Source: an optimization exercise on an open RTL-to-GDS flow (aim: small area, a short achievable clock period and few clock cycles per item). Production flows keep margins and buffers that such runs may drop.
In this exercise RTL edits were held to simulation tests only and were not proved equivalent to the original.
Power and IR drop assume default switching activity.

==> design/flow/design.v <==
module csc_fa (
    input  wire a,
    input  wire b,
    input  wire c,
    output wire s,
    output wire co
);
    assign s  = a ^ b ^ c;
    assign co = (a & b) | (c & (a ^ b));
endmodule
module csc_ha (
    input  wire a,
    input  wire b,
    output wire s,
    output wire co
);
    assign s  = a ^ b;
    assign co = a & b;
endmodule
module csc_tab_r1_g1 (
    input  wire [3:0] x,
    output wire [33:0] t
);
    assign t[0] = 16'haad5 >> x;
    assign t[1] = 16'h66cc >> x;
    assign t[2] = 16'h1e3c >> x;
    assign t[3] = 16'hfe03 >> x;
    assign t[4] = 16'hfe00 >> x;
    assign t[5] = 16'h54aa >> x;
    assign t[6] = 16'h3266 >> x;
    assign t[7] = 16'ha4b4 >> x;
    assign t[8] = 16'h926d >> x;
    assign t[9] = 16'h24b6 >> x;
    assign t[10] = 16'h38c7 >> x;
    assign t[11] = 16'hc0f8 >> x;
    assign t[12] = 16'h00ff >> x;
    assign t[13] = 16'h9076 >> x;
    assign t[14] = 16'hd66e >> x;
    assign t[15] = 16'h9100 >> x;
    assign t[16] = 16'h6fff >> x;
    assign t[17] = 16'haaaa >> x;
    assign t[18] = 16'h3333 >> x;
    assign t[19] = 16'h6969 >> x;
    assign t[20] = 16'hb24d >> x;
    assign t[21] = 16'h96db >> x;
    assign t[22] = 16'hdb6d >> x;
    assign t[23] = 16'hb6db >> x;
    assign t[24] = 16'h71c7 >> x;
    assign t[25] = 16'h5a95 >> x;
    assign t[26] = 16'h6319 >> x;
    assign t[27] = 16'hd6b4 >> x;
    assign t[28] = 16'h9b26 >> x;
    assign t[29] = 16'hb692 >> x;
    assign t[30] = 16'h8e71 >> x;
    assign t[31] = 16'h81f0 >> x;
    assign t[32] = 16'h7ff0 >> x;
    assign t[33] = 16'hfff0 >> x;
endmodule
module csc_tab_r2_g2 (
    input  wire [3:0] x,
    output wire [24:0] t
);
    assign t[0] = 16'h09de >> x;
    assign t[1] = 16'h5554 >> x;
    assign t[2] = 16'h3332 >> x;
    assign t[3] = 16'ha5a4 >> x;
    assign t[4] = 16'h6c92 >> x;
    assign t[5] = 16'h4924 >> x;
    assign t[6] = 16'h8e38 >> x;
    assign t[7] = 16'h0fc0 >> x;
    assign t[8] = 16'hf000 >> x;
    assign t[9] = 16'h52d5 >> x;
    assign t[10] = 16'h1fad >> x;
    assign t[11] = 16'h75ac >> x;
    assign t[12] = 16'h5936 >> x;
    assign t[13] = 16'h3492 >> x;
    assign t[14] = 16'h5924 >> x;
    assign t[15] = 16'h3492 >> x;
    assign t[16] = 16'h0c71 >> x;
    assign t[17] = 16'h56a5 >> x;
    assign t[18] = 16'h6739 >> x;
    assign t[19] = 16'h2d6b >> x;
    assign t[20] = 16'h49b2 >> x;
    assign t[21] = 16'h2496 >> x;
    assign t[22] = 16'h1c71 >> x;
    assign t[23] = 16'h03f0 >> x;
    assign t[24] = 16'h000f >> x;
endmodule
module csc_tab_b1_g3 (
    input  wire [3:0] x,
    output wire [31:0] t
);
    assign t[0] = 16'he86a >> x;
    assign t[1] = 16'h3c52 >> x;
    assign t[2] = 16'h5227 >> x;
    assign t[3] = 16'h36ee >> x;
    assign t[4] = 16'h0e1e >> x;
    assign t[5] = 16'hfe01 >> x;
    assign t[6] = 16'h54aa >> x;
    assign t[7] = 16'h3266 >> x;
    assign t[8] = 16'h0e1e >> x;
    assign t[9] = 16'h54ab >> x;
    assign t[10] = 16'h98cc >> x;
    assign t[11] = 16'he0f0 >> x;
    assign t[12] = 16'h00ff >> x;
    assign t[13] = 16'h0b97 >> x;
    assign t[14] = 16'h488a >> x;
    assign t[15] = 16'h141d >> x;
    assign t[16] = 16'h1fe0 >> x;
    assign t[17] = 16'h4aaa >> x;
    assign t[18] = 16'h6ccc >> x;
    assign t[19] = 16'h70f0 >> x;
    assign t[20] = 16'h2a55 >> x;
    assign t[21] = 16'h19cc >> x;
    assign t[22] = 16'h5296 >> x;
    assign t[23] = 16'h6318 >> x;
    assign t[24] = 16'h294a >> x;
    assign t[25] = 16'h4d93 >> x;
    assign t[26] = 16'h24b6 >> x;
    assign t[27] = 16'h4924 >> x;
    assign t[28] = 16'h2492 >> x;
    assign t[29] = 16'h1c71 >> x;
    assign t[30] = 16'h03f0 >> x;
    assign t[31] = 16'h000f >> x;
endmodule
module csc_tab_b2_g4 (
    input  wire [3:0] x,
    output wire [23:0] t
);
    assign t[0] = 16'he92e >> x;
    assign t[1] = 16'hc2ba >> x;
    assign t[2] = 16'hb774 >> x;
    assign t[3] = 16'h9112 >> x;
    assign t[4] = 16'h8f0e >> x;
    assign t[5] = 16'h2a54 >> x;
    assign t[6] = 16'h3398 >> x;
    assign t[7] = 16'hc3e0 >> x;
    assign t[8] = 16'hfc00 >> x;
    assign t[9] = 16'h0594 >> x;
    assign t[10] = 16'h4e2e >> x;
    assign t[11] = 16'h5030 >> x;
    assign t[12] = 16'h0a95 >> x;
    assign t[13] = 16'h398c >> x;
    assign t[14] = 16'h52d6 >> x;
    assign t[15] = 16'h6318 >> x;
    assign t[16] = 16'h294a >> x;
    assign t[17] = 16'h4d93 >> x;
    assign t[18] = 16'h24b6 >> x;
    assign t[19] = 16'h4924 >> x;
    assign t[20] = 16'h2492 >> x;
    assign t[21] = 16'h1c71 >> x;
    assign t[22] = 16'h03f0 >> x;
    assign t[23] = 16'h000f >> x;
endmodule
module csc_add_r (
    input  wire [12:0] a,
    input  wire [12:0] b,
    output wire [8:0] s
);
    wire [12:0] g = a & b;
    wire [12:0] p = a ^ b;
    wire g1_1;
    wire p1_1;
    wire g1_3;
    wire p1_3;
    wire g1_5;
    wire p1_5;
    wire g1_7;
    wire p1_7;
    wire g1_9;
    wire p1_9;
    wire g1_11;
    wire p1_11;
    wire g2_2;
    wire p2_2;
    wire g2_3;
    wire p2_3;
    wire g2_6;
    wire p2_6;
    wire g2_7;
    wire p2_7;
    wire g2_10;
    wire p2_10;
    wire g2_11;
    wire p2_11;
    wire g3_4;
    wire p3_4;
    wire g3_5;
    wire p3_5;
    wire g3_6;
    wire p3_6;
    wire g3_7;
    wire p3_7;
    wire g3_12;
    wire p3_12;
    wire g4_8;
    wire p4_8;
    wire g4_9;
    wire p4_9;
    wire g4_10;
    wire p4_10;
    wire g4_11;
    wire p4_11;
    wire g4_12;
    wire p4_12;
    assign g1_1 = g[1] | (p[1] & g[0]);
    assign p1_1 = p[1] & p[0];
    assign g1_3 = g[3] | (p[3] & g[2]);
    assign p1_3 = p[3] & p[2];
    assign g1_5 = g[5] | (p[5] & g[4]);
    assign p1_5 = p[5] & p[4];
    assign g1_7 = g[7] | (p[7] & g[6]);
    assign p1_7 = p[7] & p[6];
    assign g1_9 = g[9] | (p[9] & g[8]);
    assign p1_9 = p[9] & p[8];
    assign g1_11 = g[11] | (p[11] & g[10]);
    assign p1_11 = p[11] & p[10];
    assign g2_2 = g[2] | (p[2] & g1_1);
    assign p2_2 = p[2] & p1_1;
    assign g2_3 = g1_3 | (p1_3 & g1_1);
    assign p2_3 = p1_3 & p1_1;
    assign g2_6 = g[6] | (p[6] & g1_5);
    assign p2_6 = p[6] & p1_5;
    assign g2_7 = g1_7 | (p1_7 & g1_5);
    assign p2_7 = p1_7 & p1_5;
    assign g2_10 = g[10] | (p[10] & g1_9);
    assign p2_10 = p[10] & p1_9;
    assign g2_11 = g1_11 | (p1_11 & g1_9);
    assign p2_11 = p1_11 & p1_9;
    assign g3_4 = g[4] | (p[4] & g2_3);
    assign p3_4 = p[4] & p2_3;
    assign g3_5 = g1_5 | (p1_5 & g2_3);
    assign p3_5 = p1_5 & p2_3;
    assign g3_6 = g2_6 | (p2_6 & g2_3);
    assign p3_6 = p2_6 & p2_3;
    assign g3_7 = g2_7 | (p2_7 & g2_3);
    assign p3_7 = p2_7 & p2_3;
    assign g3_12 = g[12] | (p[12] & g2_11);
    assign p3_12 = p[12] & p2_11;
    assign g4_8 = g[8] | (p[8] & g3_7);
    assign p4_8 = p[8] & p3_7;
    assign g4_9 = g1_9 | (p1_9 & g3_7);
    assign p4_9 = p1_9 & p3_7;
    assign g4_10 = g2_10 | (p2_10 & g3_7);
    assign p4_10 = p2_10 & p3_7;
    assign g4_11 = g2_11 | (p2_11 & g3_7);
    assign p4_11 = p2_11 & p3_7;
    assign g4_12 = g3_12 | (p3_12 & g3_7);
    assign p4_12 = p3_12 & p3_7;
    assign s[0] = p[4] ^ g2_3;
    assign s[1] = p[5] ^ g3_4;
    assign s[2] = p[6] ^ g3_5;
    assign s[3] = p[7] ^ g3_6;
    assign s[4] = p[8] ^ g3_7;
    assign s[5] = p[9] ^ g4_8;
    assign s[6] = p[10] ^ g4_9;
    assign s[7] = p[11] ^ g4_10;
    assign s[8] = p[12] ^ g4_11;
endmodule
module csc_add_b (
    input  wire [12:0] a,
    input  wire [12:0] b,
    output wire [8:0] s
);
    wire [12:0] g = a & b;
    wire [12:0] p = a ^ b;
    wire g1_1;
    wire p1_1;
    wire g1_3;
    wire p1_3;
    wire g1_5;
    wire p1_5;
    wire g1_7;
    wire p1_7;
    wire g1_9;
    wire p1_9;
    wire g1_11;
    wire p1_11;
    wire g2_2;
    wire p2_2;
    wire g2_3;
    wire p2_3;
    wire g2_6;
    wire p2_6;
    wire g2_7;
    wire p2_7;
    wire g2_10;
    wire p2_10;
    wire g2_11;
    wire p2_11;
    wire g3_4;
    wire p3_4;
    wire g3_5;
    wire p3_5;
    wire g3_6;
    wire p3_6;
    wire g3_7;
    wire p3_7;
    wire g3_12;
    wire p3_12;
    wire g4_8;
    wire p4_8;
    wire g4_9;
    wire p4_9;
    wire g4_10;
    wire p4_10;
    wire g4_11;
    wire p4_11;
    wire g4_12;
    wire p4_12;
    assign g1_1 = g[1] | (p[1] & g[0]);
    assign p1_1 = p[1] & p[0];
    assign g1_3 = g[3] | (p[3] & g[2]);
    assign p1_3 = p[3] & p[2];
    assign g1_5 = g[5] | (p[5] & g[4]);
    assign p1_5 = p[5] & p[4];
    assign g1_7 = g[7] | (p[7] & g[6]);
    assign p1_7 = p[7] & p[6];
    assign g1_9 = g[9] | (p[9] & g[8]);
    assign p1_9 = p[9] & p[8];
    assign g1_11 = g[11] | (p[11] & g[10]);
    assign p1_11 = p[11] & p[10];
    assign g2_2 = g[2] | (p[2] & g1_1);
    assign p2_2 = p[2] & p1_1;
    assign g2_3 = g1_3 | (p1_3 & g1_1);
    assign p2_3 = p1_3 & p1_1;
    assign g2_6 = g[6] | (p[6] & g1_5);
    assign p2_6 = p[6] & p1_5;
    assign g2_7 = g1_7 | (p1_7 & g1_5);
    assign p2_7 = p1_7 & p1_5;
    assign g2_10 = g[10] | (p[10] & g1_9);
    assign p2_10 = p[10] & p1_9;
    assign g2_11 = g1_11 | (p1_11 & g1_9);
    assign p2_11 = p1_11 & p1_9;
    assign g3_4 = g[4] | (p[4] & g2_3);
    assign p3_4 = p[4] & p2_3;
    assign g3_5 = g1_5 | (p1_5 & g2_3);
    assign p3_5 = p1_5 & p2_3;
    assign g3_6 = g2_6 | (p2_6 & g2_3);
    assign p3_6 = p2_6 & p2_3;
    assign g3_7 = g2_7 | (p2_7 & g2_3);
    assign p3_7 = p2_7 & p2_3;
    assign g3_12 = g[12] | (p[12] & g2_11);
    assign p3_12 = p[12] & p2_11;
    assign g4_8 = g[8] | (p[8] & g3_7);
    assign p4_8 = p[8] & p3_7;
    assign g4_9 = g1_9 | (p1_9 & g3_7);
    assign p4_9 = p1_9 & p3_7;
    assign g4_10 = g2_10 | (p2_10 & g3_7);
    assign p4_10 = p2_10 & p3_7;
    assign g4_11 = g2_11 | (p2_11 & g3_7);
    assign p4_11 = p2_11 & p3_7;
    assign g4_12 = g3_12 | (p3_12 & g3_7);
    assign p4_12 = p3_12 & p3_7;
    assign s[0] = p[4] ^ g2_3;
    assign s[1] = p[5] ^ g3_4;
    assign s[2] = p[6] ^ g3_5;
    assign s[3] = p[7] ^ g3_6;
    assign s[4] = p[8] ^ g3_7;
    assign s[5] = p[9] ^ g4_8;
    assign s[6] = p[10] ^ g4_9;
    assign s[7] = p[11] ^ g4_10;
    assign s[8] = p[12] ^ g4_11;
endmodule
module csc_add_g (
    input  wire [20:0] a,
    input  wire [20:0] b,
    output wire [8:0] s
);
    wire [20:0] g = a & b;
    wire [20:0] p = a ^ b;
    wire g1_1;
    wire p1_1;
    wire g1_3;
    wire p1_3;
    wire g1_5;
    wire p1_5;
    wire g1_7;
    wire p1_7;
    wire g1_9;
    wire p1_9;
    wire g1_11;
    wire p1_11;
    wire g1_13;
    wire p1_13;
    wire g1_15;
    wire p1_15;
    wire g1_17;
    wire p1_17;
    wire g1_19;
    wire p1_19;
    wire g2_2;
    wire p2_2;
    wire g2_3;
    wire p2_3;
    wire g2_6;
    wire p2_6;
    wire g2_7;
    wire p2_7;
    wire g2_10;
    wire p2_10;
    wire g2_11;
    wire p2_11;
    wire g2_14;
    wire p2_14;
    wire g2_15;
    wire p2_15;
    wire g2_18;
    wire p2_18;
    wire g2_19;
    wire p2_19;
    wire g3_4;
    wire p3_4;
    wire g3_5;
    wire p3_5;
    wire g3_6;
    wire p3_6;
    wire g3_7;
    wire p3_7;
    wire g3_12;
    wire p3_12;
    wire g3_13;
    wire p3_13;
    wire g3_14;
    wire p3_14;
    wire g3_15;
    wire p3_15;
    wire g3_20;
    wire p3_20;
    wire g4_8;
    wire p4_8;
    wire g4_9;
    wire p4_9;
    wire g4_10;
    wire p4_10;
    wire g4_11;
    wire p4_11;
    wire g4_12;
    wire p4_12;
    wire g4_13;
    wire p4_13;
    wire g4_14;
    wire p4_14;
    wire g4_15;
    wire p4_15;
    wire g5_16;
    wire p5_16;
    wire g5_17;
    wire p5_17;
    wire g5_18;
    wire p5_18;
    wire g5_19;
    wire p5_19;
    wire g5_20;
    wire p5_20;
    assign g1_1 = g[1] | (p[1] & g[0]);
    assign p1_1 = p[1] & p[0];
    assign g1_3 = g[3] | (p[3] & g[2]);
    assign p1_3 = p[3] & p[2];
    assign g1_5 = g[5] | (p[5] & g[4]);
    assign p1_5 = p[5] & p[4];
    assign g1_7 = g[7] | (p[7] & g[6]);
    assign p1_7 = p[7] & p[6];
    assign g1_9 = g[9] | (p[9] & g[8]);
    assign p1_9 = p[9] & p[8];
    assign g1_11 = g[11] | (p[11] & g[10]);
    assign p1_11 = p[11] & p[10];
    assign g1_13 = g[13] | (p[13] & g[12]);
    assign p1_13 = p[13] & p[12];
    assign g1_15 = g[15] | (p[15] & g[14]);
    assign p1_15 = p[15] & p[14];
    assign g1_17 = g[17] | (p[17] & g[16]);
    assign p1_17 = p[17] & p[16];
    assign g1_19 = g[19] | (p[19] & g[18]);
    assign p1_19 = p[19] & p[18];
    assign g2_2 = g[2] | (p[2] & g1_1);
    assign p2_2 = p[2] & p1_1;
    assign g2_3 = g1_3 | (p1_3 & g1_1);
    assign p2_3 = p1_3 & p1_1;
    assign g2_6 = g[6] | (p[6] & g1_5);
    assign p2_6 = p[6] & p1_5;
    assign g2_7 = g1_7 | (p1_7 & g1_5);
    assign p2_7 = p1_7 & p1_5;
    assign g2_10 = g[10] | (p[10] & g1_9);
    assign p2_10 = p[10] & p1_9;
    assign g2_11 = g1_11 | (p1_11 & g1_9);
    assign p2_11 = p1_11 & p1_9;
    assign g2_14 = g[14] | (p[14] & g1_13);
    assign p2_14 = p[14] & p1_13;
    assign g2_15 = g1_15 | (p1_15 & g1_13);
    assign p2_15 = p1_15 & p1_13;
    assign g2_18 = g[18] | (p[18] & g1_17);
    assign p2_18 = p[18] & p1_17;
    assign g2_19 = g1_19 | (p1_19 & g1_17);
    assign p2_19 = p1_19 & p1_17;
    assign g3_4 = g[4] | (p[4] & g2_3);
    assign p3_4 = p[4] & p2_3;
    assign g3_5 = g1_5 | (p1_5 & g2_3);
    assign p3_5 = p1_5 & p2_3;
    assign g3_6 = g2_6 | (p2_6 & g2_3);
    assign p3_6 = p2_6 & p2_3;
    assign g3_7 = g2_7 | (p2_7 & g2_3);
    assign p3_7 = p2_7 & p2_3;
    assign g3_12 = g[12] | (p[12] & g2_11);
    assign p3_12 = p[12] & p2_11;
    assign g3_13 = g1_13 | (p1_13 & g2_11);
    assign p3_13 = p1_13 & p2_11;
    assign g3_14 = g2_14 | (p2_14 & g2_11);
    assign p3_14 = p2_14 & p2_11;
    assign g3_15 = g2_15 | (p2_15 & g2_11);
    assign p3_15 = p2_15 & p2_11;
    assign g3_20 = g[20] | (p[20] & g2_19);
    assign p3_20 = p[20] & p2_19;
    assign g4_8 = g[8] | (p[8] & g3_7);
    assign p4_8 = p[8] & p3_7;
    assign g4_9 = g1_9 | (p1_9 & g3_7);
    assign p4_9 = p1_9 & p3_7;
    assign g4_10 = g2_10 | (p2_10 & g3_7);
    assign p4_10 = p2_10 & p3_7;
    assign g4_11 = g2_11 | (p2_11 & g3_7);
    assign p4_11 = p2_11 & p3_7;
    assign g4_12 = g3_12 | (p3_12 & g3_7);
    assign p4_12 = p3_12 & p3_7;
    assign g4_13 = g3_13 | (p3_13 & g3_7);
    assign p4_13 = p3_13 & p3_7;
    assign g4_14 = g3_14 | (p3_14 & g3_7);
    assign p4_14 = p3_14 & p3_7;
    assign g4_15 = g3_15 | (p3_15 & g3_7);
    assign p4_15 = p3_15 & p3_7;
    assign g5_16 = g[16] | (p[16] & g4_15);
    assign p5_16 = p[16] & p4_15;
    assign g5_17 = g1_17 | (p1_17 & g4_15);
    assign p5_17 = p1_17 & p4_15;
    assign g5_18 = g2_18 | (p2_18 & g4_15);
    assign p5_18 = p2_18 & p4_15;
    assign g5_19 = g2_19 | (p2_19 & g4_15);
    assign p5_19 = p2_19 & p4_15;
    assign g5_20 = g3_20 | (p3_20 & g4_15);
    assign p5_20 = p3_20 & p4_15;
    assign s[0] = p[12] ^ g4_11;
    assign s[1] = p[13] ^ g4_12;
    assign s[2] = p[14] ^ g4_13;
    assign s[3] = p[15] ^ g4_14;
    assign s[4] = p[16] ^ g4_15;
    assign s[5] = p[17] ^ g5_16;
    assign s[6] = p[18] ^ g5_17;
    assign s[7] = p[19] ^ g5_18;
    assign s[8] = p[20] ^ g5_19;
endmodule
module csc_chroma (
    input  wire [7:0] u,
    input  wire [7:0] v,
    output wire [7:0] dr,
    output wire pr,
    output wire [7:0] dg,
    output wire pg,
    output wire [7:0] db,
    output wire pb
);
    wire [33:0] n1;
    wire [24:0] n2;
    wire [31:0] n3;
    wire [23:0] n4;
    wire [8:0] n5;
    wire [8:0] n6;
    wire n7;
    wire n8;
    wire n9;
    wire n10;
    wire n11;
    wire n12;
    wire n13;
    wire n14;
    wire n15;
    wire n16;
    wire n17;
    wire n18;
    wire n19;
    wire n20;
    wire n21;
    wire n22;
    wire n23;
    wire n24;
    wire n25;
    wire n26;
    wire n27;
    wire n28;
    wire n29;
    wire n30;
    wire n31;
    wire n32;
    wire n33;
    wire n34;
    wire n35;
    wire n36;
    wire n37;
    wire n38;
    wire n39;
    wire n40;
    wire n41;
    wire n42;
    wire n43;
    wire n44;
    wire n45;
    wire n46;
    wire n47;
    wire n48;
    wire n49;
    wire n50;
    wire n51;
    wire n52;
    wire n53;
    wire n54;
    wire n55;
    wire n56;
    wire n57;
    wire n58;
    wire n59;
    wire n60;
    wire n61;
    wire n62;
    wire n63;
    wire n64;
    wire n65;
    wire n66;
    wire n67;
    wire n68;
    wire n69;
    wire n70;
    wire n71;
    wire n72;
    wire n73;
    wire n74;
    wire n75;
    wire n76;
    wire [8:0] n77;
    csc_tab_r1_g1 u1 (.x(v[7:4]), .t(n1));
    csc_tab_r2_g2 u2 (.x(v[3:0]), .t(n2));
    csc_tab_b1_g3 u3 (.x(u[7:4]), .t(n3));
    csc_tab_b2_g4 u4 (.x(u[3:0]), .t(n4));
    csc_add_r u5 (.a({n1[12], n1[11], n1[10], n1[9], n1[8], n1[7], n1[6], n1[5], n1[4], n1[3], n1[2], n1[1], n1[0]}), .b({1'b0, 1'b0, 1'b0, 1'b0, n2[8], n2[7], n2[6], n2[5], n2[4], n2[3], n2[2], n2[1], n2[0]}), .s(n5));
    csc_add_b u6 (.a({n3[12], n3[11], n3[10], n3[9], n3[8], n3[7], n3[6], n3[5], n3[4], n3[3], n3[2], n3[1], n3[0]}), .b({1'b0, 1'b0, 1'b0, 1'b0, n4[8], n4[7], n4[6], n4[5], n4[4], n4[3], n4[2], n4[1], n4[0]}), .s(n6));
    csc_ha u7 (.a(n1[13]), .b(n2[9]), .s(n7), .co(n8));
    csc_fa u8 (.a(n1[14]), .b(n2[10]), .c(n3[14]), .s(n9), .co(n10));
    csc_fa u9 (.a(n1[15]), .b(n2[11]), .c(n3[15]), .s(n11), .co(n12));
    csc_fa u10 (.a(n1[16]), .b(n2[12]), .c(n3[16]), .s(n13), .co(n14));
    csc_fa u11 (.a(n1[17]), .b(n2[13]), .c(n3[17]), .s(n15), .co(n16));
    csc_fa u12 (.a(n1[18]), .b(n2[14]), .c(n3[18]), .s(n17), .co(n18));
    csc_fa u13 (.a(n1[19]), .b(n2[15]), .c(n3[19]), .s(n19), .co(n20));
    csc_fa u14 (.a(n1[20]), .b(n2[16]), .c(n3[20]), .s(n21), .co(n22));
    csc_fa u15 (.a(n1[21]), .b(n2[17]), .c(n3[21]), .s(n23), .co(n24));
    csc_fa u16 (.a(n1[22]), .b(n2[18]), .c(n3[22]), .s(n25), .co(n26));
    csc_fa u17 (.a(n1[23]), .b(n2[19]), .c(n3[23]), .s(n27), .co(n28));
    csc_fa u18 (.a(n1[24]), .b(n2[20]), .c(n3[24]), .s(n29), .co(n30));
    csc_fa u19 (.a(n1[25]), .b(n2[21]), .c(n3[25]), .s(n31), .co(n32));
    csc_fa u20 (.a(n1[26]), .b(n2[22]), .c(n3[26]), .s(n33), .co(n34));
    csc_fa u21 (.a(n1[27]), .b(n2[23]), .c(n3[27]), .s(n35), .co(n36));
    csc_ha u22 (.a(n1[28]), .b(n2[24]), .s(n37), .co(n38));
    csc_ha u23 (.a(n7), .b(n3[13]), .s(n39), .co(n40));
    csc_fa u24 (.a(n8), .b(n9), .c(n4[10]), .s(n41), .co(n42));
    csc_fa u25 (.a(n10), .b(n11), .c(n4[11]), .s(n43), .co(n44));
    csc_fa u26 (.a(n12), .b(n13), .c(n4[12]), .s(n45), .co(n46));
    csc_fa u27 (.a(n14), .b(n15), .c(n4[13]), .s(n47), .co(n48));
    csc_fa u28 (.a(n16), .b(n17), .c(n4[14]), .s(n49), .co(n50));
    csc_fa u29 (.a(n18), .b(n19), .c(n4[15]), .s(n51), .co(n52));
    csc_fa u30 (.a(n20), .b(n21), .c(n4[16]), .s(n53), .co(n54));
    csc_fa u31 (.a(n22), .b(n23), .c(n4[17]), .s(n55), .co(n56));
    csc_fa u32 (.a(n24), .b(n25), .c(n4[18]), .s(n57), .co(n58));
    csc_fa u33 (.a(n26), .b(n27), .c(n4[19]), .s(n59), .co(n60));
    csc_fa u34 (.a(n28), .b(n29), .c(n4[20]), .s(n61), .co(n62));
    csc_fa u35 (.a(n30), .b(n31), .c(n4[21]), .s(n63), .co(n64));
    csc_fa u36 (.a(n32), .b(n33), .c(n4[22]), .s(n65), .co(n66));
    csc_fa u37 (.a(n34), .b(n35), .c(n4[23]), .s(n67), .co(n68));
    csc_fa u38 (.a(n36), .b(n37), .c(n3[28]), .s(n69), .co(n70));
    csc_fa u39 (.a(n38), .b(n1[29]), .c(n3[29]), .s(n71), .co(n72));
    csc_ha u40 (.a(n1[30]), .b(n3[30]), .s(n73), .co(n74));
    csc_ha u41 (.a(n1[31]), .b(n3[31]), .s(n75), .co(n76));
    csc_add_g u42 (.a({n1[33], n76, n74, n72, n70, n68, n66, n64, n62, n60, n58, n56, n54, n52, n50, n48, n46, n44, n42, n40, n39}), .b({1'b0, n1[32], n75, n73, n71, n69, n67, n65, n63, n61, n59, n57, n55, n53, n51, n49, n47, n45, n43, n41, n4[9]}), .s(n77));
    assign dr = {n5[7], n5[6], n5[5], n5[4], n5[3], n5[2], n5[1], n5[0]};
    assign pr = ~n5[8];
    assign dg = {n77[7], n77[6], n77[5], n77[4], n77[3], n77[2], n77[1], n77[0]};
    assign pg = ~n77[8];
    assign db = {n6[7], n6[6], n6[5], n6[4], n6[3], n6[2], n6[1], n6[0]};
    assign pb = ~n6[8];
endmodule
module csc_keephi (
    input  wire c,
    input  wire p,
    output wire keep,
    output wire hi
);
    assign keep = c | p;
    assign hi = c & p;
endmodule
module csc_clamp (
    input  wire [7:0] s,
    input  wire keep,
    input  wire hi,
    output wire [7:0] q
);
    assign q = (s & {8{keep}}) | {8{hi}};
endmodule
module csc_chan (
    input  wire [7:0] y,
    input  wire [7:0] d,
    input  wire p,
    output wire [7:0] q
);
    wire n1;
    wire n2;
    wire n3;
    wire n4;
    wire n5;
    wire n6;
    wire n7;
    wire n8;
    wire n9;
    wire n10;
    wire n11;
    wire n12;
    wire n13;
    wire n14;
    wire n15;
    wire n16;
    wire keep, hi;
    csc_ha u1 (.a(y[0]), .b(d[0]), .s(n1), .co(n2));
    csc_fa u2 (.a(y[1]), .b(d[1]), .c(n2), .s(n3), .co(n4));
    csc_fa u3 (.a(y[2]), .b(d[2]), .c(n4), .s(n5), .co(n6));
    csc_fa u4 (.a(y[3]), .b(d[3]), .c(n6), .s(n7), .co(n8));
    csc_fa u5 (.a(y[4]), .b(d[4]), .c(n8), .s(n9), .co(n10));
    csc_fa u6 (.a(y[5]), .b(d[5]), .c(n10), .s(n11), .co(n12));
    csc_fa u7 (.a(y[6]), .b(d[6]), .c(n12), .s(n13), .co(n14));
    csc_fa u8 (.a(y[7]), .b(d[7]), .c(n14), .s(n15), .co(n16));
    csc_keephi u9 (.c(n16), .p(p), .keep(keep), .hi(hi));
    csc_clamp u10 (.s({n15, n13, n11, n9, n7, n5, n3, n1}), .keep(keep), .hi(hi), .q(q));
endmodule
module yuv420_block_csc (
    input  wire        clk,
    input  wire        rst,         
    input  wire        in_valid,
    output wire        in_ready,
    input  wire [31:0] in_y,        
    input  wire [7:0]  in_u,
    input  wire [7:0]  in_v,
    output wire        out_valid,
    input  wire        out_ready,
    output wire [95:0] out_rgb      
);
    reg        rdy;                 
    reg        a_valid;
    reg [47:0] a_d;                 
    reg        s_valid;
    reg [47:0] s_d;                 
    reg        p_valid;
    reg [31:0] p_y;
    reg [7:0]  p_dr, p_dg, p_db;    
    reg        p_pr, p_pg, p_pb;    
    reg        b_valid;
    reg        b_idle;              
    reg [95:0] b_rgb;
    wire p_x = !p_valid || b_idle;
    wire a_x = !a_valid || p_x;
    wire [7:0] b_en;
    wire [2:0] p_en;
    wire [1:0] a_en;
    genvar k;
    generate
        for (k = 0; k < 8; k = k + 1) begin : g_ben
            csc_en u_en (.a(b_idle), .b(out_ready), .y(b_en[k]));
        end
        for (k = 0; k < 3; k = k + 1) begin : g_pen
            csc_en u_en (.a(p_x), .b(out_ready), .y(p_en[k]));
        end
        for (k = 0; k < 2; k = k + 1) begin : g_aen
            csc_en u_en (.a(a_x), .b(out_ready), .y(a_en[k]));
        end
    endgenerate
    wire b_go = b_idle || out_ready;
    wire p_go = !p_valid || b_go;
    wire a_go = !a_valid || p_go;
    wire acc  = in_valid && rdy;
    assign in_ready  = rdy;
    assign out_valid = b_valid;
    assign out_rgb   = b_rgb;
    wire s_valid_n = s_valid ? !a_go : (acc && !a_go);
    wire [47:0] in_d = {in_v, in_u, in_y};
    wire [47:0] a_nx = s_valid ? s_d : in_d;
    always @(posedge clk) begin
        if (!s_valid)
            s_d <= in_d;
        if (a_en[0]) a_d[23:0]  <= a_nx[23:0];
        if (a_en[1]) a_d[47:24] <= a_nx[47:24];
    end
    always @(posedge clk) begin
        if (rst) begin
            rdy     <= 1'b1;
            s_valid <= 1'b0;
            a_valid <= 1'b0;
            p_valid <= 1'b0;
            b_valid <= 1'b0;
            b_idle  <= 1'b1;
        end else begin
            rdy     <= !s_valid_n;
            s_valid <= s_valid_n;
            if (a_go) a_valid <= s_valid || acc;
            if (p_go) p_valid <= a_valid;
            if (b_go) begin
                b_valid <= p_valid;
                b_idle  <= !p_valid;
            end
        end
    end
    wire [7:0] dr, dg, db;
    wire       pr, pg, pb;
    csc_chroma u_chroma (
        .u(a_d[39:32]), .v(a_d[47:40]),
        .dr(dr), .pr(pr), .dg(dg), .pg(pg), .db(db), .pb(pb)
    );
    always @(posedge clk) begin
        if (p_en[0]) begin
            p_y[15:0] <= a_d[15:0];
            p_dr <= dr;
            p_pr <= pr;
        end
        if (p_en[1]) begin
            p_y[31:16] <= a_d[31:16];
            p_pg <= pg;
            p_pb <= pb;
        end
        if (p_en[2]) begin
            p_dg <= dg;
            p_db <= db;
        end
    end
    wire [95:0] rgb;
    generate
        for (k = 0; k < 4; k = k + 1) begin : g_pix
            csc_chan u_r (.y(p_y[8*k +: 8]), .d(p_dr), .p(p_pr), .q(rgb[24*k + 16 +: 8]));
            csc_chan u_g (.y(p_y[8*k +: 8]), .d(p_dg), .p(p_pg), .q(rgb[24*k + 8  +: 8]));
            csc_chan u_b (.y(p_y[8*k +: 8]), .d(p_db), .p(p_pb), .q(rgb[24*k      +: 8]));
        end
        for (k = 0; k < 8; k = k + 1) begin : g_b
            always @(posedge clk) begin
                if (b_en[k])
                    b_rgb[12*k +: 12] <= rgb[12*k +: 12];
            end
        end
    endgenerate
endmodule
module csc_en (input wire a, input wire b, output wire y);
    assign y = a | b;
endmodule
==> design/flow/flow/run.sh <==
#!/bin/bash
# Layout flow: the standard ORFS flow with two changes: the port buffers
# are sky130_fd_sc_hd__buf_2 cells instead of the delay cell buffer_ports picks by
# itself, and clock tree synthesis uses clkbuf_4/clkbuf_8 cells, clusters of up
# to 30 sinks and no dummy loads.
set -euo pipefail
cd "$(dirname "$0")/.."
export BUFFER_PORTS_ARGS="-buffer_cell sky130_fd_sc_hd__buf_2"
export CTS_ARGS="-sink_clustering_enable -repair_clock_nets -dont_use_dummy_load -buf_list {sky130_fd_sc_hd__clkbuf_4 sky130_fd_sc_hd__clkbuf_8} -sink_clustering_size 30"
bash standard.sh > flow_standard.log 2>&1 || { tail -50 flow_standard.log; exit 1; }
tail -5 flow_standard.log
==> design/flow/standard.sh <==
#!/bin/bash
# synth_recipe.tcl (not shown) runs the flow's synth.tcl, then flattens the netlist and writes it again
# the make line also repeats each setting of config.mk as NAME=value (left out here)
make -C /OpenROAD-flow-scripts/flow DESIGN_CONFIG=/design/flow/config.mk WORK_HOME=/design/flow/orfs CLKGATE_MAP_FILE= SYNTH_SCRIPT=/design/flow/synth_recipe.tcl "${@:-finish}"
==> design/flow/config.mk <==
export PLATFORM = sky130hd
export DESIGN_NAME = yuv420_block_csc
export DESIGN_NICKNAME = yuv420_block_csc
export VERILOG_FILES = /design/flow/design.v
export SDC_FILE = /design/flow/constraint.sdc
export NUM_CORES = 4
export LEC_CHECK = 0
export CAP_MARGIN = 20
export CORE_MARGIN = 2
export CORE_UTILIZATION = 40
export SLEW_MARGIN = 20
export SYNTH_HIERARCHICAL = 1
==> design/flow/constraint.sdc <==
create_clock -name core_clock -period 22.0 [get_ports {clk}]
set_input_delay 4.4000 -clock core_clock [delete_from_list [all_inputs] [get_ports {clk}]]
set_output_delay 4.4000 -clock core_clock [all_outputs]
set_load 0.01 [all_outputs]
==> qor.csv, run 1 <==
stage,metric,value,unit
min_path,min_to,p_y[22]$_DFFE_PP_,
setup_path,ff2ff_setup_slack,17.17,ns
timing,clock_skew,0.0978,ns
setup_path,cp.required,17.60,ns
min_path,holdPathStages,0,
floorplanning,dieArea,0.0413,mm^2
drt,viasPerCell,5.18,
floorplanning,io_pins,150,
setup_path,cp.buffers_inverters,1,
setup_path,crit_fanout,1,
floorplanning,dieHeight,203,um
clock_network,cts_buffer_depth,3,
setup_path,end_kind,output port,
synth,synth_cell_types,82,
finish,fin_nets,1613,
setup_path,setup.worst_path.class,register to output port,
synth,synth_flop_cell,edfxtp_1,
clock_network,h-tree-depth,2,
placement,gp_congestion,0.864,
timing,worst_pin_slew,1.08,ns
setup_path,r2r_end,p_dg[5]$_DFFE_PP_,
timing,min_period,5.60,ns
drt,post_drt_wl_per_cell,19.2,um
synth,synth_cells,1206,
synth,synth_edf_count,203,
pwr,p_leak,7.24,nW
synth,yosysSeqAreaShare,45.2,%
clock_network,root_buffer,clkbuf_8,
pwr,total_power,1.92,mW
drt,route.vias.total,9663,
synth,yosysTopAreaCell,edfxtp_1,
setup_path,slowest_stage,edfxtp_1,
min_path,hp-start,a_d[22]$_DFFE_PP_,
synth,yosys-top-cells-count,"edfxtp_1, fa_1, a21o_1, ha_1, a21oi_1",
timing,finalHoldViolCount,0,
setup_path,cpPeakStageDelay,0.42,ns
drt,postRouteAntennaNets,0,
grt,grt_remaining_overflow,0,
drt,drc,0,
timing,rsz0062_at_grt,false,
timing,fmax,0.179,GHz
timing,slew_headroom,28.1,%
drt,drt_iter0_markers,558,
finish,area_growth,9.50,%
placement,post-dp-hpwl,27600,um
finish,post-route-util,44.6,%
drt,wirelength,35900,um
setup_path,crit_family,flip-flops,
clock_network,cts.reportedPaths.clkPinSlew,0.05,ns
timing,setup_viol,0,
drt,firstDrtPassIters,5,
setup_path,setup.worst_path.start_class,register,
grt,grt_max_degree,43,
grt,grt_pass1_wl,55100,um
timing,drv_slew,0,
synth,synthTopCellsByArea,"edfxtp_1, fa_1, ha_1",
min_path,min_path_type,register to register,
setup_path,crit_path_cell_trace,buf_2,
synth,yosysWarnings,7,
synth,synth_seq_cells,257,
synth,syn_avg_cell_area,13.2,um^2
floorplanning,start_util,40.8,%
clock_network,cts_tree,done,
floorplanning,dieWidth,203,um
clock_network,cts_hold_buf,0,
pwr,p_per_area,110,mW/mm^2
finish,nFillCells,3583,
timing,fin_crit_sh,25.5,%
setup_path,worst_ep_arrival_time,1.20,ns
floorplanning,coreArea,0.0389,mm^2
synth,synth.most_common_cell,edfxtp_1,
clock_network,clock_latency,0.62,ns
grt,antenna_found_initial,0,
grt,grt_pass1_vias,9726,
setup_path,rr_worst_depth,12,
synth,synth_top_area_share,38.4,%
clock_network,numCtsBuffers,44,
synth,async_reset_ff_share,0,%
clock_network,post_cts_buffers,0,
finish,drive_above_1_share,23.0,%
setup_path,r2r_start,a_d[47]$_DFFE_PP_,
clock_network,cts-resized-gates,0,
timing,fin_tns_setup,0,ns
clock_network,clock_sinks,257,
grt,grt_util_all_layers,17.6,%
job,drv_cap,0,
placement,port_buffers,149,
synth,syn_area,0.0159,mm^2
status,outcome,"complete, no violations",
pwr,vdd_drop_max,0.0360,mV
floorplanning,rows,72,
[sequential cells by signal, indices dropped and copies added (netlist names)]
signal / cells
b_rgb: 96
a_d: 48
s_d: 48
p_y: 32
p_db: 8
p_dg: 8
p_dr: 8
a_valid: 1
b_idle: 1
b_valid: 1
p_pb: 1
p_pg: 1
p_pr: 1
p_valid: 1
rdy: 1
s_valid: 1
[layout by cell type (no fill, tap or decap), drive strengths merged, types with 4 or more instances in the layout]
cell type,count
nand2,46
ha,94
clkbuf,44
inv,49
edfxtp,203
o21ai,56
dfxtp,54
xor2,10
a32oi,4
o22ai,5
a21o,111
fa,119
o211ai,13
conb,9
mux2i,6
a211oi,9
a31oi,12
o31ai,9
o21a,9
nor2b,15
nor3,13
a221oi,4
nand3,10
a21oi,67
xnor2,17
nor2,39
or2,28
and2,17
o21bai,5
buf,157
mux2,50
a221o,4
nand2b,18
[kinds of logic after synthesis]
logic type                 share of synthesized area, %
buffers and inverters                              4.93
and+or+nand+nor                                    6.74
DFF                                                45.2
adders and majority gates                          22.4
xor gates and xnor gates                           1.49
AOI/OAI and AO/OA                                  14.6
other                                            0.0236
muxes                                              4.59
[power by group]
group / internal [mW] / switching, mW / total, mW
registers: 0.708 / 0.120 / 0.828
clock network: 0.175 / 0.164 / 0.339
logic: 0.353 / 0.398 / 0.752
total: 1.24 / 0.683 / 1.92
[cell type report]
| cell class | instances | area, um^2 | share of cell area (%) |
|---|---|---|---|
| Antenna cell | 1 | 2.50 | 0.0144 |
| Clock buffer | 44 | 606 | 3.49 |
| Tap cell | 518 | 648 | 3.73 |
| Timing Repair Buffer | 157 | 813 | 4.68 |
| Multi-Input combinational cell | 838 | 7930 | 45.7 |
| Inverter | 50 | 188 | 1.08 |
| Sequential cell | 257 | 7180 | 41.3 |
[modules after synthesis, one instance, submodules excluded, a selection]
module,copies in the design,flops+latches,cells,cell area [um^2]
csc_en,13,0,1,6.26
csc_chroma,1,0,4,15.0
yuv420_block_csc,1,257,324,7880
csc_ha,17,0,1,12.5
csc_fa,114,0,1,20.0
csc_keephi,12,0,2,13.8
csc_tab_r2_g2,1,0,95,601
csc_add_r,1,0,50,419
csc_add_b,1,0,50,419
csc_tab_r1_g1,1,0,110,733
csc_add_g,1,0,86,678
csc_tab_b2_g4,1,0,94,706
csc_clamp,12,0,10,82.6
csc_tab_b1_g3,1,0,105,681
[worst max-delay path by stage]
stage	from	end	slack [ns]	depth (start not counted)
6_report	b_rgb[7]$_DFFE_PP_	out_rgb[7]	16.40	1
5_1_grt	b_rgb[7]$_DFFE_PP_	out_rgb[7]	16.36	1
3_3_place_gp	out_ready	a_d[0]$_DFFE_PP_	16.00	2
3_5_place_dp	out_ready	p_y[1]$_DFFE_PP_	15.96	2
2_1_floorplan	out_ready	p_dr[0]$_DFFE_PP_	16.62	1
4_1_cts	b_rgb[6]$_DFFE_PP_	out_rgb[6]	16.36	1
[through the flow]
| stage | hold slack (ns) | std cells | setup WS (ns) | cell area [um^2] |
|---|---|---|---|---|
| 3_3_place_gp | 0.401 | 1819 | 16.00 | 16700 |
| 5_1_grt | 0.382 | 1864 | 16.36 | 17400 |
| 2_1_floorplan | 0.400 | 1214 | 16.62 | 15900 |
| 6_report | 0.370 | 1865 | 16.40 | 17400 |
| 4_1_cts | 0.374 | 1863 | 16.36 | 17400 |
| 3_5_place_dp | 0.405 | 1819 | 15.96 | 16700 |
[metal layers]
layer,up-vias,global-route usage (%),part of all wire (%)
met5,-,0,0
met4,0,6.41,2.6
met3,68,3.45,6.3
met2,308,29.3,48
met1,4684,23.0,43
li1,4603,-,-
Testbench counts, summed over its fixed seeds: cycles 16,024, items 16,000.
==> run 2: changes to the inputs <==
--- a/design/flow/design.v
+++ b/design/flow/design.v
@@ -761,17 +761,17 @@
     wire p_x = !p_valid || b_idle;
     wire a_x = !a_valid || p_x;
     wire [7:0] b_en;
-    wire [2:0] p_en;
-    wire [1:0] a_en;
+    wire [3:0] p_en;
+    wire [2:0] a_en;
     genvar k;
     generate
         for (k = 0; k < 8; k = k + 1) begin : g_ben
             csc_en u_en (.a(b_idle), .b(out_ready), .y(b_en[k]));
         end
-        for (k = 0; k < 3; k = k + 1) begin : g_pen
+        for (k = 0; k < 4; k = k + 1) begin : g_pen
             csc_en u_en (.a(p_x), .b(out_ready), .y(p_en[k]));
         end
-        for (k = 0; k < 2; k = k + 1) begin : g_aen
+        for (k = 0; k < 3; k = k + 1) begin : g_aen
             csc_en u_en (.a(a_x), .b(out_ready), .y(a_en[k]));
         end
     endgenerate
@@ -788,8 +788,9 @@
     always @(posedge clk) begin
         if (!s_valid)
             s_d <= in_d;
-        if (a_en[0]) a_d[23:0]  <= a_nx[23:0];
-        if (a_en[1]) a_d[47:24] <= a_nx[47:24];
+        if (a_en[0]) a_d[15:0]  <= a_nx[15:0];
+        if (a_en[1]) a_d[31:16] <= a_nx[31:16];
+        if (a_en[2]) a_d[47:32] <= a_nx[47:32];
     end
     always @(posedge clk) begin
         if (rst) begin
@@ -819,17 +820,19 @@
     always @(posedge clk) begin
         if (p_en[0]) begin
             p_y[15:0] <= a_d[15:0];
-            p_dr <= dr;
-            p_pr <= pr;
         end
         if (p_en[1]) begin
             p_y[31:16] <= a_d[31:16];
-            p_pg <= pg;
-            p_pb <= pb;
         end
         if (p_en[2]) begin
+            p_dr <= dr;
+            p_pr <= pr;
             p_dg <= dg;
+            p_pg <= pg;
+        end
+        if (p_en[3]) begin
             p_db <= db;
+            p_pb <= pb;
         end
     end
     wire [95:0] rgb;
--- a/design/flow/config.mk
+++ b/design/flow/config.mk
@@ -7,6 +7,6 @@
 export LEC_CHECK = 0
 export CAP_MARGIN = 20
 export CORE_MARGIN = 2
-export CORE_UTILIZATION = 40
+export CORE_UTILIZATION = 80
 export SLEW_MARGIN = 20
 export SYNTH_HIERARCHICAL = 1
==> qor.csv, run 2 <==
stage,metric,value,unit,change
synth,yosysWarnings,7,,unchanged
floorplanning,coreArea,0.0195,mm^2,-50%
setup_path,setup.worst_path.start_class,register,,
clock_network,cts_hold_buf,0,,unchanged
finish,drive_above_1_share,22.6,%,-0.40 points
clock_network,root_buffer,clkbuf_8,,
synth,synth.most_common_cell,edfxtp_1,,
clock_network,clock_sinks,257,,unchanged
min_path,hp-start,a_d[29]$_DFFE_PP_,,
clock_network,cts_tree,done,,
drt,top_layer,met4,,
placement,port_buffers,149,,unchanged
setup_path,setup.worst_path.class,register to output port,,
finish,final_common_cell,edfxtp_1,,
setup_path,worst_ep_arrival_time,1.16,ns,-0.04 ns
job,drv_cap,0,,unchanged
grt,antenna_found_initial,0,,unchanged
finish,fin_area,0.0170,mm^2,-2.1%
floorplanning,io_pins,150,,unchanged
drt,met3_length,3910,um,+74%
synth,synthTopCellsByArea,"edfxtp_1, fa_1, ha_1",,
synth,synth_top_area_share,38.4,%,about the same
finish,final_cell_mix,"edfxtp_1, buf_2, fa_1, a21o_1, ha_1",,
synth,synth_cells,1208,,+0.17%
synth,synth_seq_cells,257,,unchanged
setup_path,crit_fanout,1,,unchanged
setup_path,cp.buffers_inverters,1,,unchanged
drt,viasPerCell,6.51,,+26%
min_path,min_path_type,register to register,,
clock_network,h-tree-depth,2,,unchanged
grt,grt_max_degree,43,,unchanged
floorplanning,start_util,81.6,%,+41 points
synth,yosysSeqAreaShare,45.2,%,about the same
clock_network,cts-resized-gates,0,,unchanged
setup_path,crit_path_cell_trace,buf_2,,
floorplanning,dieWidth,145,um,-29%
synth,synth_cell_types,82,,unchanged
finish,largestRegisters,"b_rgb (96), a_d (48), s_d (48)",,
pwr,p_per_area,114,mW/mm^2,+3.3%
synth,syn_avg_cell_area,13.1,um^2,about the same
pwr,vdd_drop_max,0.0764,mV,+110%
timing,worst_pin_slew,1.08,ns,-0.00216 ns
timing,rsz0062_at_grt,false,,
drt,drc,0,,unchanged
setup_path,end_kind,output port,,
setup_path,cp-startpoint,b_rgb[91]$_DFFE_PP_,,
grt,grt_remaining_overflow,0,,unchanged
drt,firstDrtPassIters,7,,+2
grt,grt_util_all_layers,36.9,%,+19 points
timing,fin_tns_setup,0,ns,unchanged
clock_network,clock_latency,0.55,ns,-0.07 ns
setup_path,cpPeakStageDelay,0.45,ns,+0.03 ns
finish,seq_area,0.00718,mm^2,unchanged
floorplanning,dieArea,0.0210,mm^2,-49%
synth,synth_edf_count,203,,unchanged
timing,fin_crit_sh,25.3,%,-0.16 points
timing,min_period,5.56,ns,-0.0361 ns
drt,route.vias.total,10500,,+8.3%
drt,wl_met1,14500,um,-6.2%
clock_network,post_cts_buffers,0,,unchanged
grt,grt_pass1_vias,10200,,+5.2%
timing,fmax,0.180,GHz,+0.65%
timing,slew_headroom,28.3,%,+0.14 points
drt,dr_wl_met2,17900,um,+3.7%
synth,async_reset_ff_share,0,%,unchanged
finish,fin_nets,1610,,-0.19%
placement,post-dp-hpwl,26700,um,-3.0%
finish,area_growth,7.12,%,
finish,nFillCells,865,,-76%
pwr,p_leak,7.21,nW,-0.41%
setup_path,r2r_start,a_d[47]$_DFFE_PP_,,
timing,drv_slew,0,,unchanged
clock_network,cts_buffer_depth,3,,unchanged
setup_path,cp.required,17.60,ns,about the same
finish,top_register,b_rgb,,
floorplanning,rows,51,,-29%
finish,antenna_cells,0,,-1
timing,setup_viol,0,,unchanged
floorplanning,dieHeight,145,um,-29%
drt,postRouteAntennaNets,0,,unchanged
setup_path,slowest_stage,edfxtp_1,,
synth,synth_flop_cell,edfxtp_1,,
synth,yosysTopAreaCell,edfxtp_1,,
synth,syn_area,0.0159,mm^2,about the same
timing,clock_skew,0.0699,ns,-0.0280 ns
clock_network,numCtsBuffers,42,,-4.5%
clock_network,cts.reportedPaths.clkPinSlew,0.06,ns,about the same
drt,wirelength,37700,um,+4.9%
timing,finalHoldViolCount,0,,unchanged
finish,largest_reg_flops,96,,unchanged
placement,placed_area,0.0164,mm^2,-1.9%
placement,gp_congestion,0.943,,+9.2%
synth,yosys-top-cells-count,"edfxtp_1, fa_1, a21o_1, ha_1, a21oi_1",,
finish,multiInputGateArea,0.00795,mm^2,+0.16%
status,outcome,"complete, no violations",,
drt,drt_iter0_markers,1147,,+110%
grt,grt_pass1_wl,56500,um,+2.6%
drt,post_drt_wl_per_cell,23.4,um,+22%
setup_path,crit_family,flip-flops,,
-- run 2: cell types whose count changed in the layout (fill, tap and decap cells not counted), sizes merged --
cell and change:
diode -1, or2 +2, clkbuf -2, buf -3
-- run 2: Yosys stat by module (local to each module, per instance), a selection --
module | flops+latches | cells
csc_add_b | 0 | 50
csc_tab_r2_g2 | 0 | 95
csc_tab_r1_g1 | 0 | 110
csc_ha | 0 | 1
csc_tab_b2_g4 | 0 | 94
csc_keephi | 0 | 2
csc_add_g | 0 | 86
-- run 2: kinds of logic (layout without fill, tap and decap cells) --
family,Yosys count,count (layout),share of synthesized area [%]
DFF,257,257,45.2
muxes,59,59,4.59
other,1,9,0.0236
xor gates and xnor gates,27,27,1.49
buffers and inverters,119,246,4.93
adders and majority gates,213,213,22.4
and+or+nand+nor,202,202,6.81
AOI/OAI and AO/OA,330,330,14.5
-- run 2: per-stage QoR --
stage / setup WS (ns) / instances / hold WS, ns / util [%] / power, mW
after floorplan: 16.78 / 1216 / 0.400 / - / 1.33
after global routing: 16.40 / 1608 / 0.420 / 87.4 / 2.04
after global placement: 16.07 / 1566 / 0.402 / 84.4 / 1.50
final: 16.44 / 1608 / 0.394 / 87.4 / 1.94
after CTS: 16.40 / 1608 / 0.398 / 87.4 / 1.93
after detailed placement: 16.06 / 1566 / 0.405 / 84.4 / 1.56
-- run 2: area by class of cell --
| class | instances | share of cell area, % |
|---|---|---|
| Tap cell | 265 | 1.95 |
| Inverter | 50 | 1.10 |
| Sequential cell | 257 | 42.2 |
| Multi-Input combinational cell | 840 | 46.7 |
| Timing Repair Buffer | 154 | 4.61 |
| Clock buffer | 42 | 3.40 |
-- run 2: power by group --
group | total [mW] | switching (mW) | internal (mW)
clock network | 0.334 | 0.166 | 0.168
registers | 0.816 | 0.107 | 0.709
logic | 0.790 | 0.429 | 0.361
total | 1.94 | 0.702 | 1.24
-- run 2: path summary, 6_finish.rpt --
check	end	slack (ns)	cells after the start
max	out_rgb[91]	16.44	1
min	p_y[29]$_DFFE_PP_	0.39	0
max reg2reg	p_dg[4]$_DFFE_PP_	17.19	12
min reg2reg	p_y[29]$_DFFE_PP_	0.39	0
-- run 2: per-layer routing --
layer  up-vias  track usage, %
li1       4600               -
met1      5090            50.5
met2       663            58.6
met3       112            8.62
met4         0            14.1
met5         -               0
Testbench counts of run 2, summed over its fixed seeds: cycles 16,024, items 16,000.
==> run 3: changes to the inputs <==
--- a/design/flow/config.mk
+++ b/design/flow/config.mk
@@ -7,6 +7,6 @@
 export LEC_CHECK = 0
 export CAP_MARGIN = 20
 export CORE_MARGIN = 2
-export CORE_UTILIZATION = 80
+export CORE_UTILIZATION = 65
 export SLEW_MARGIN = 20
 export SYNTH_HIERARCHICAL = 1
==> qor.csv, run 3 <==
stage,metric,value,unit,change
synth,yosysSeqAreaShare,45.2,%,unchanged
timing,fin_tns_setup,0,ns,unchanged
synth,synth_seq_cells,257,,unchanged
drt,postRouteAntennaNets,0,,unchanged
floorplanning,rows,57,,+12%
setup_path,slowest_stage,edfxtp_1,,
grt,grt_util_all_layers,26.7,%,-10 points
setup_path,setup.worst_path.class,register to output port,,
finish,area_growth,7.50,%,
setup_path,cp.depth,1,,unchanged
timing,setup_viol,0,,unchanged
grt,grt_remaining_overflow,0,,unchanged
pwr,vdd_drop_max,0.0587,mV,-23%
synth,synth.most_common_cell,edfxtp_1,,
timing,drv_slew,0,,unchanged
timing,fin_crit_sh,25.0,%,-0.25 points
pwr,p_leak,7.21,nW,about the same
finish,final_common_cell,edfxtp_1,,
drt,firstDrtPassIters,6,,-1
timing,min_period,5.51,ns,-0.0558 ns
setup_path,cp-startpoint,b_rgb[7]$_DFFE_PP_,,
floorplanning,start_util,65.7,%,-16 points
placement,post-dp-hpwl,26300,um,-1.7%
setup_path,rr_worst_depth,14,,+2
synth,syn_area,0.0159,mm^2,unchanged
drt,viasPerCell,5.83,,-10%
timing,hold_ws,0.401,ns,+0.00726 ns
timing,worst_pin_slew,1.07,ns,-0.00604 ns
finish,antenna_cells,0,,unchanged
finish,top_register,b_rgb,,
min_path,holdPathStages,0,,unchanged
setup_path,crit_family,flip-flops,,
setup_path,end_kind,output port,,
drt,post_drt_wl_per_cell,20.4,um,-13%
drt,drt_iter0_markers,682,,-41%
clock_network,post_cts_buffers,0,,unchanged
setup_path,cp.required,17.60,ns,about the same
timing,rsz0062_at_grt,false,,
synth,yosysTopAreaCell,edfxtp_1,,
setup_path,worst_ep_arrival_time,1.11,ns,-0.05 ns
clock_network,numCtsBuffers,40,,-4.8%
clock_network,clock_sinks,257,,unchanged
placement,gp_congestion,0.929,,-1.6%
finish,multiInputGateArea,0.00795,mm^2,unchanged
floorplanning,dieArea,0.0257,mm^2,+22%
clock_network,h-tree-depth,2,,unchanged
finish,largest_reg_flops,96,,unchanged
synth,synth_cells,1208,,unchanged
setup_path,cp.buffers_inverters,1,,unchanged
synth,synth_top_area_share,38.4,%,unchanged
floorplanning,coreArea,0.0242,mm^2,+24%
clock_network,cts_hold_buf,0,,unchanged
synth,yosysWarnings,7,,unchanged
synth,synth_edf_count,203,,unchanged
status,outcome,"complete, no violations",,
drt,route.vias.total,9713,,-7.2%
clock_network,clock_latency,0.52,ns,-0.03 ns
floorplanning,dieWidth,160,um,+11%
synth,synth_flop_cell,edfxtp_1,,
finish,nFillCells,1756,,+100%
timing,slew_headroom,28.7,%,+0.40 points
finish,final_cell_mix,"edfxtp_1, buf_2, fa_1, a21o_1, ha_1",,
drt,wirelength,33900,um,-9.8%
synth,syn_avg_cell_area,13.1,um^2,unchanged
floorplanning,io_pins,150,,unchanged
grt,grt_pass1_wl,52100,um,-7.8%
clock_network,cts-resized-gates,0,,unchanged
finish,largestRegisters,"b_rgb (96), a_d (48), s_d (48)",,
synth,synthTopCellsByArea,"edfxtp_1, fa_1, ha_1",,
clock_network,cts_tree,done,,
clock_network,root_buffer,clkbuf_8,,
job,drv_cap,0,,unchanged
finish,seq_area,0.00718,mm^2,unchanged
setup_path,cpPeakStageDelay,0.42,ns,-0.03 ns
pwr,p_per_area,110,mW/mm^2,-3.5%
finish,drive_above_1_share,22.6,%,unchanged
synth,synth_cell_types,82,,unchanged
min_path,hp-start,a_d[23]$_DFFE_PP_,,
clock_network,cts.reportedPaths.clkPinSlew,0.06,ns,about the same
placement,port_buffers,149,,unchanged
drt,drc,0,,unchanged
grt,grt_pass1_vias,9383,,-8.3%
synth,async_reset_ff_share,0,%,unchanged
timing,finalHoldViolCount,0,,unchanged
finish,fin_nets,1610,,unchanged
grt,antenna_found_initial,0,,unchanged
min_path,min_path_type,register to register,,
setup_path,r2r_start,a_d[44]$_DFFE_PP_,,
floorplanning,dieHeight,160,um,+11%
timing,clock_skew,0.0353,ns,-0.0346 ns
timing,fmax,0.182,GHz,+1.0%
synth,yosys-top-cells-count,"edfxtp_1, fa_1, a21o_1, ha_1, a21oi_1",,
setup_path,setup.worst_path.start_class,register,,
setup_path,crit_path_cell_trace,buf_2,,
grt,grt_max_degree,43,,unchanged
setup_path,crit_fanout,1,,unchanged
clock_network,cts_buffer_depth,3,,unchanged
-- run 3: cell counts after synthesis --
No cell type changed its count.
-- run 3: kinds of logic after synthesis --
| logic type | Yosys count | synth area share, % |
|---|---|---|
| AOI/OAI and AO/OA | 330 | 14.5 |
| buffers and inverters | 119 | 4.93 |
| xor gates and xnor gates | 27 | 1.49 |
| other | 1 | 0.0236 |
| and+or+nand+nor | 202 | 6.81 |
| muxes | 59 | 4.59 |
| adders and majority gates | 213 | 22.4 |
| DFF | 257 | 45.2 |
-- run 3: metrics by stage --
stage	setup WS [ns]	area [um^2]	utilization (%)	std cells	power (mW)
floorplan	16.78	15900	-	1216	1.33
global placement	16.10	16500	68.3	1627	1.54
detailed placement	16.07	16500	68.3	1627	1.56
CTS	16.46	17100	70.6	1667	1.89
global route	16.46	17100	70.6	1667	2.01
finish	16.49	17100	70.6	1667	1.88
-- run 3: modules after synthesis (local to each module, per instance), excerpt --
module / cell area, um^2 / flops+latches
csc_tab_r1_g1: 733 / 0
csc_keephi: 13.8 / 0
yuv420_block_csc: 7880 / 257
csc_ha: 12.5 / 0
csc_tab_b2_g4: 706 / 0
csc_add_b: 419 / 0
csc_chroma: 15.0 / 0
csc_tab_r2_g2: 601 / 0
csc_add_g: 678 / 0
csc_fa: 20.0 / 0
csc_en: 6.26 / 0
csc_add_r: 419 / 0
csc_clamp: 82.6 / 0
-- run 3: final timing paths --
check / end / slack, ns
hold reg to reg: p_y[23]$_DFFE_PP_ / 0.40
setup reg to reg: p_dg[4]$_DFFE_PP_ / 17.16
setup / recovery: out_rgb[7] / 16.49
hold / removal: p_y[23]$_DFFE_PP_ / 0.40
-- run 3: per-layer routing --
metal  up-vias  part of all wire, %  track usage [%]
met5         -                    0                0
met4         0                  3.2             9.30
met3        73                  6.0             3.92
met2       369                   47             43.5
met1      4670                   44             37.3
li1       4601                    -                -
-- run 3: cell type report --
cell class,instances,area share [%]
Sequential cell,257,42.1
Clock buffer,40,3.23
Tap cell,324,2.38
Inverter,50,1.10
Multi-Input combinational cell,840,46.6
Timing Repair Buffer,156,4.68
-- run 3: power breakdown --
group          switching (mW)  internal (mW)  total [mW]
clock network           0.154          0.160       0.314
logic                   0.389          0.352       0.741
registers               0.116          0.708       0.823
total                   0.658           1.22        1.88
-- run 3: worst register-to-register path: stages, from the launching register on --
cell      delay [ns]
edfxtp_1        0.63
inv_1           0.19
ha_1            0.52
nand2b_1        0.16
a21o_1          0.21
o21ai_0         0.20
fa_1            0.53
fa_1            0.50
ha_1            0.31
a21oi_1         0.20
o21ai_2         0.12
a211oi_1        0.44
o211a_1         0.26
fa_1            0.42
inv_1           0.06
==> run 4: changes to the inputs <==
--- a/design/flow/flow/run.sh
+++ b/design/flow/flow/run.sh
@@ -5,7 +5,7 @@
 # to 30 sinks and no dummy loads.
 set -euo pipefail
 cd "$(dirname "$0")/.."
-export BUFFER_PORTS_ARGS="-buffer_cell sky130_fd_sc_hd__buf_2"
+export BUFFER_PORTS_ARGS="-buffer_cell sky130_fd_sc_hd__buf_1"
 export CTS_ARGS="-sink_clustering_enable -repair_clock_nets -dont_use_dummy_load -buf_list {sky130_fd_sc_hd__clkbuf_4 sky130_fd_sc_hd__clkbuf_8} -sink_clustering_size 30"
 bash standard.sh > flow_standard.log 2>&1 || { tail -50 flow_standard.log; exit 1; }
 tail -5 flow_standard.log
==> qor.csv, run 4 <==
stage,metric,value,unit,change
status,outcome,"complete, no violations",,
grt,gr-usage-met3,4.42,%,+0.49 points
grt,use_met1,39.1,%,+1.8 points
synth,async_reset_ff_share,0,%,unchanged
clock_network,post_cts_buffers,0,,unchanged
clock_network,cts_tree,done,,
drt,route.vias.total,9748,,+0.36%
setup_path,setup.worst_path.class,register to output port,,
clock_network,cts_buffer_depth,3,,unchanged
clock_network,cts-resized-gates,0,,unchanged
floorplanning,dieHeight,160,um,unchanged
setup_path,cp.required,17.60,ns,about the same
synth,yosysSeqAreaShare,45.2,%,unchanged
synth,synth_edf_count,203,,unchanged
grt,grt_remaining_overflow,0,,unchanged
grt,grt_pass1_wl,53400,um,+2.5%
placement,port_buffers,149,,unchanged
floorplanning,dieWidth,160,um,unchanged
floorplanning,start_util,65.7,%,unchanged
placement,gp_congestion,0.902,,-2.9%
floorplanning,io_pins,150,,unchanged
setup_path,crit_fanout,2,,+1
finish,nFillCells,1817,,+3.5%
finish,top_register,b_rgb,,
synth,syn_avg_cell_area,13.1,um^2,unchanged
synth,syn_area,0.0159,mm^2,unchanged
setup_path,ff2ff_setup_slack,17.18,ns,+0.02 ns
timing,rsz0062_at_grt,false,,
clock_network,clock_sinks,257,,unchanged
finish,largest_reg_flops,96,,unchanged
setup_path,cpPeakStageDelay,0.41,ns,about the same
clock_network,cts.reportedPaths.clkPinSlew,0.06,ns,about the same
drt,firstDrtPassIters,6,,unchanged
grt,antenna_found_initial,0,,unchanged
clock_network,numCtsBuffers,40,,unchanged
timing,hold_ws,0.377,ns,-0.0247 ns
grt,top_usage_layer,met2,,
synth,yosys-top-cells-count,"edfxtp_1, fa_1, a21o_1, ha_1, a21oi_1",,
drt,drc,0,,unchanged
finish,multiInputGateArea,0.00795,mm^2,unchanged
drt,wirelength,34600,um,+2.0%
clock_network,root_buffer,clkbuf_8,,
min_path,min_path_type,register to register,,
floorplanning,rows,57,,unchanged
grt,grt_util_all_layers,27.5,%,+0.82 points
finish,fin_nets,1611,,+0.062%
drt,viasPerCell,5.84,,+0.30%
pwr,total_power,1.86,mW,-0.85%
clock_network,clock_latency,0.53,ns,about the same
grt,grt_util_met2,44.2,%,+0.75 points
setup_path,slowest_stage,dfxtp_1,,
synth,synth_flop_cell,edfxtp_1,,
pwr,p_leak,6.82,nW,-5.4%
finish,final_cell_mix,"edfxtp_1, buf_1, fa_1, a21o_1, ha_1",,
synth,synth_top_area_share,38.4,%,unchanged
floorplanning,coreArea,0.0242,mm^2,unchanged
synth,yosysTopAreaCell,edfxtp_1,,
clock_network,h-tree-depth,2,,unchanged
grt,grt_pass1_vias,9424,,+0.44%
timing,finalHoldViolCount,0,,unchanged
synth,synthTopCellsByArea,"edfxtp_1, fa_1, ha_1",,
placement,post-dp-hpwl,26600,um,+1.2%
finish,area_growth,6.38,%,
setup_path,cp.buffers_inverters,1,,unchanged
setup_path,worst_ep_arrival_time,1.12,ns,about the same
synth,synth_cells,1208,,unchanged
timing,drv_slew,0,,unchanged
floorplanning,dieArea,0.0257,mm^2,unchanged
timing,fin_tns_setup,0,ns,unchanged
grt,grt_max_degree,43,,unchanged
setup_path,setup.worst_path.start_class,register,,
finish,final_common_cell,edfxtp_1,,
timing,worst_pin_slew,1.02,ns,-0.0465 ns
drt,postRouteAntennaNets,0,,unchanged
finish,largestRegisters,"b_rgb (96), a_d (48), s_d (48)",,
setup_path,crit_path_cell_trace,buf_1,,
finish,drive_above_1_share,11.5,%,-11 points
timing,fin_crit_sh,25.1,%,+0.030 points
finish,antenna_cells,0,,unchanged
pwr,vdd_drop_max,0.0550,mV,-6.2%
setup_path,crit_family,flip-flops,,
drt,post_drt_wl_per_cell,20.8,um,+1.9%
timing,min_period,5.52,ns,+0.00660 ns
synth,synth_cell_types,82,,unchanged
job,drv_cap,0,,unchanged
finish,seq_area,0.00718,mm^2,unchanged
timing,clock_skew,0.0552,ns,+0.0199 ns
timing,fmax,0.181,GHz,-0.12%
timing,slew_headroom,31.8,%,+3.1 points
drt,drt_iter0_markers,829,,+22%
clock_network,cts_hold_buf,0,,unchanged
timing,setup_viol,0,,unchanged
synth,yosysWarnings,7,,unchanged
synth,synth_seq_cells,257,,unchanged
setup_path,end_kind,output port,,
pwr,p_per_area,110,mW/mm^2,+0.20%
synth,synth.most_common_cell,edfxtp_1,,
==> run 4: final timing paths <==
path                           from           endpoint  cells after the start
setup / recovery     rdy$_SDFF_PP1_           in_ready                      1
hold / removal     a_d[5]$_DFFE_PP_   p_y[5]$_DFFE_PP_                      0
setup reg to reg  a_d[41]$_DFFE_PP_  p_dg[5]$_DFFE_PP_                     14
hold reg to reg    a_d[5]$_DFFE_PP_   p_y[5]$_DFFE_PP_                      0
==> run 4: cell families after synthesis <==
| kind of cell | Yosys count | synth area share [%] |
|---|---|---|
| AO/OA/AOI/OAI | 330 | 14.5 |
| XOR/XNOR | 27 | 1.49 |
| adder cells (fa/ha/maj) | 213 | 22.4 |
| buffers and inverters | 119 | 4.93 |
| flip-flops | 257 | 45.2 |
| multiplexers | 59 | 4.59 |
| other | 1 | 0.0236 |
| AND/OR/NAND/NOR | 202 | 6.81 |
==> run 4: final cells by class <==
class,instances,area share [%]
Multi-Input combinational cell,840,47.1
Tap cell,324,2.40
Clock buffer,40,3.26
Sequential cell,257,42.5
Inverter,50,1.11
Timing Repair Buffer,157,3.67
==> run 4: per-module statistics from Yosys, one instance, submodules excluded, a selection <==
| module | times used | flops+latches | cells |
|---|---|---|---|
| yuv420_block_csc | 1 | 257 | 324 |
| csc_ha | 17 | 0 | 1 |
| csc_tab_r2_g2 | 1 | 0 | 95 |
| csc_en | 15 | 0 | 1 |
| csc_chroma | 1 | 0 | 4 |
| csc_add_b | 1 | 0 | 50 |
| csc_add_g | 1 | 0 | 86 |
| csc_tab_r1_g1 | 1 | 0 | 110 |
| csc_keephi | 12 | 0 | 2 |
| csc_fa | 114 | 0 | 1 |
==> run 4: layer usage <==
| metal | part of all wire (%) | routed length [um] |
|---|---|---|
| met4 | 3.0 | 1030 |
| met3 | 6.1 | 2130 |
| met1 | 44 | 15100 |
| met2 | 47 | 16300 |
| met5 | 0 | 0 |
==> run 4: report_power, final <==
group / internal [mW] / leakage [nW] / switching [mW]
Combinational: 0.328 / 3.96 / 0.394
Sequential: 0.708 / 2.57 / 0.117
Clock: 0.160 / 0.288 / 0.155
Total: 1.20 / 6.82 / 0.666
==> run 4: metrics by stage <==
stage | cells | area (um^2) | util, % | setup WS [ns]
2_1_floorplan | 1216 | 15900 | - | 16.78
3_3_place_gp | 1628 | 16300 | 67.6 | 16.04
3_5_place_dp | 1628 | 16300 | 67.6 | 16.02
4_1_cts | 1668 | 16900 | 69.8 | 16.45
5_1_grt | 1668 | 16900 | 69.8 | 16.46
6_report | 1668 | 16900 | 69.8 | 16.48

[what the ideal ports hide]
How much do the figures lean on ideal ports? The routed layouts below were timed once more, with nothing changed but the port constraints. Step 1 assumes that a clkbuf_16 drives the clock port and a buf_2 every other input. Step 2 times the ports against the registers' clock, not the clock port: input delays grow and output delays shrink by t, the midpoint of the rising clock arrivals with the driver on. a / b / c = ideal / step 1 / step 2; a / b = the first two.
run | t, ns | slack for setup (ns) | worst register clock-pin slew, ns
run 1 | 0.621 | 16.399 / 16.350 / 15.975 | 0.06 / 0.06
run 2 | 0.566 | 16.436 / 16.391 / 16.009 | 0.07 / 0.07
run 3 | 0.542 | 16.491 / 16.448 / 16.065 | 0.06 / 0.06
run 4 | 0.555 | 16.485 / 16.436 / 16.035 | 0.06 / 0.06
After both steps every run listed still meets setup and hold. For run 4, which loses most, drivers alone change the setup slack by -0.049 ns; drivers and shift together by -0.450 ns.
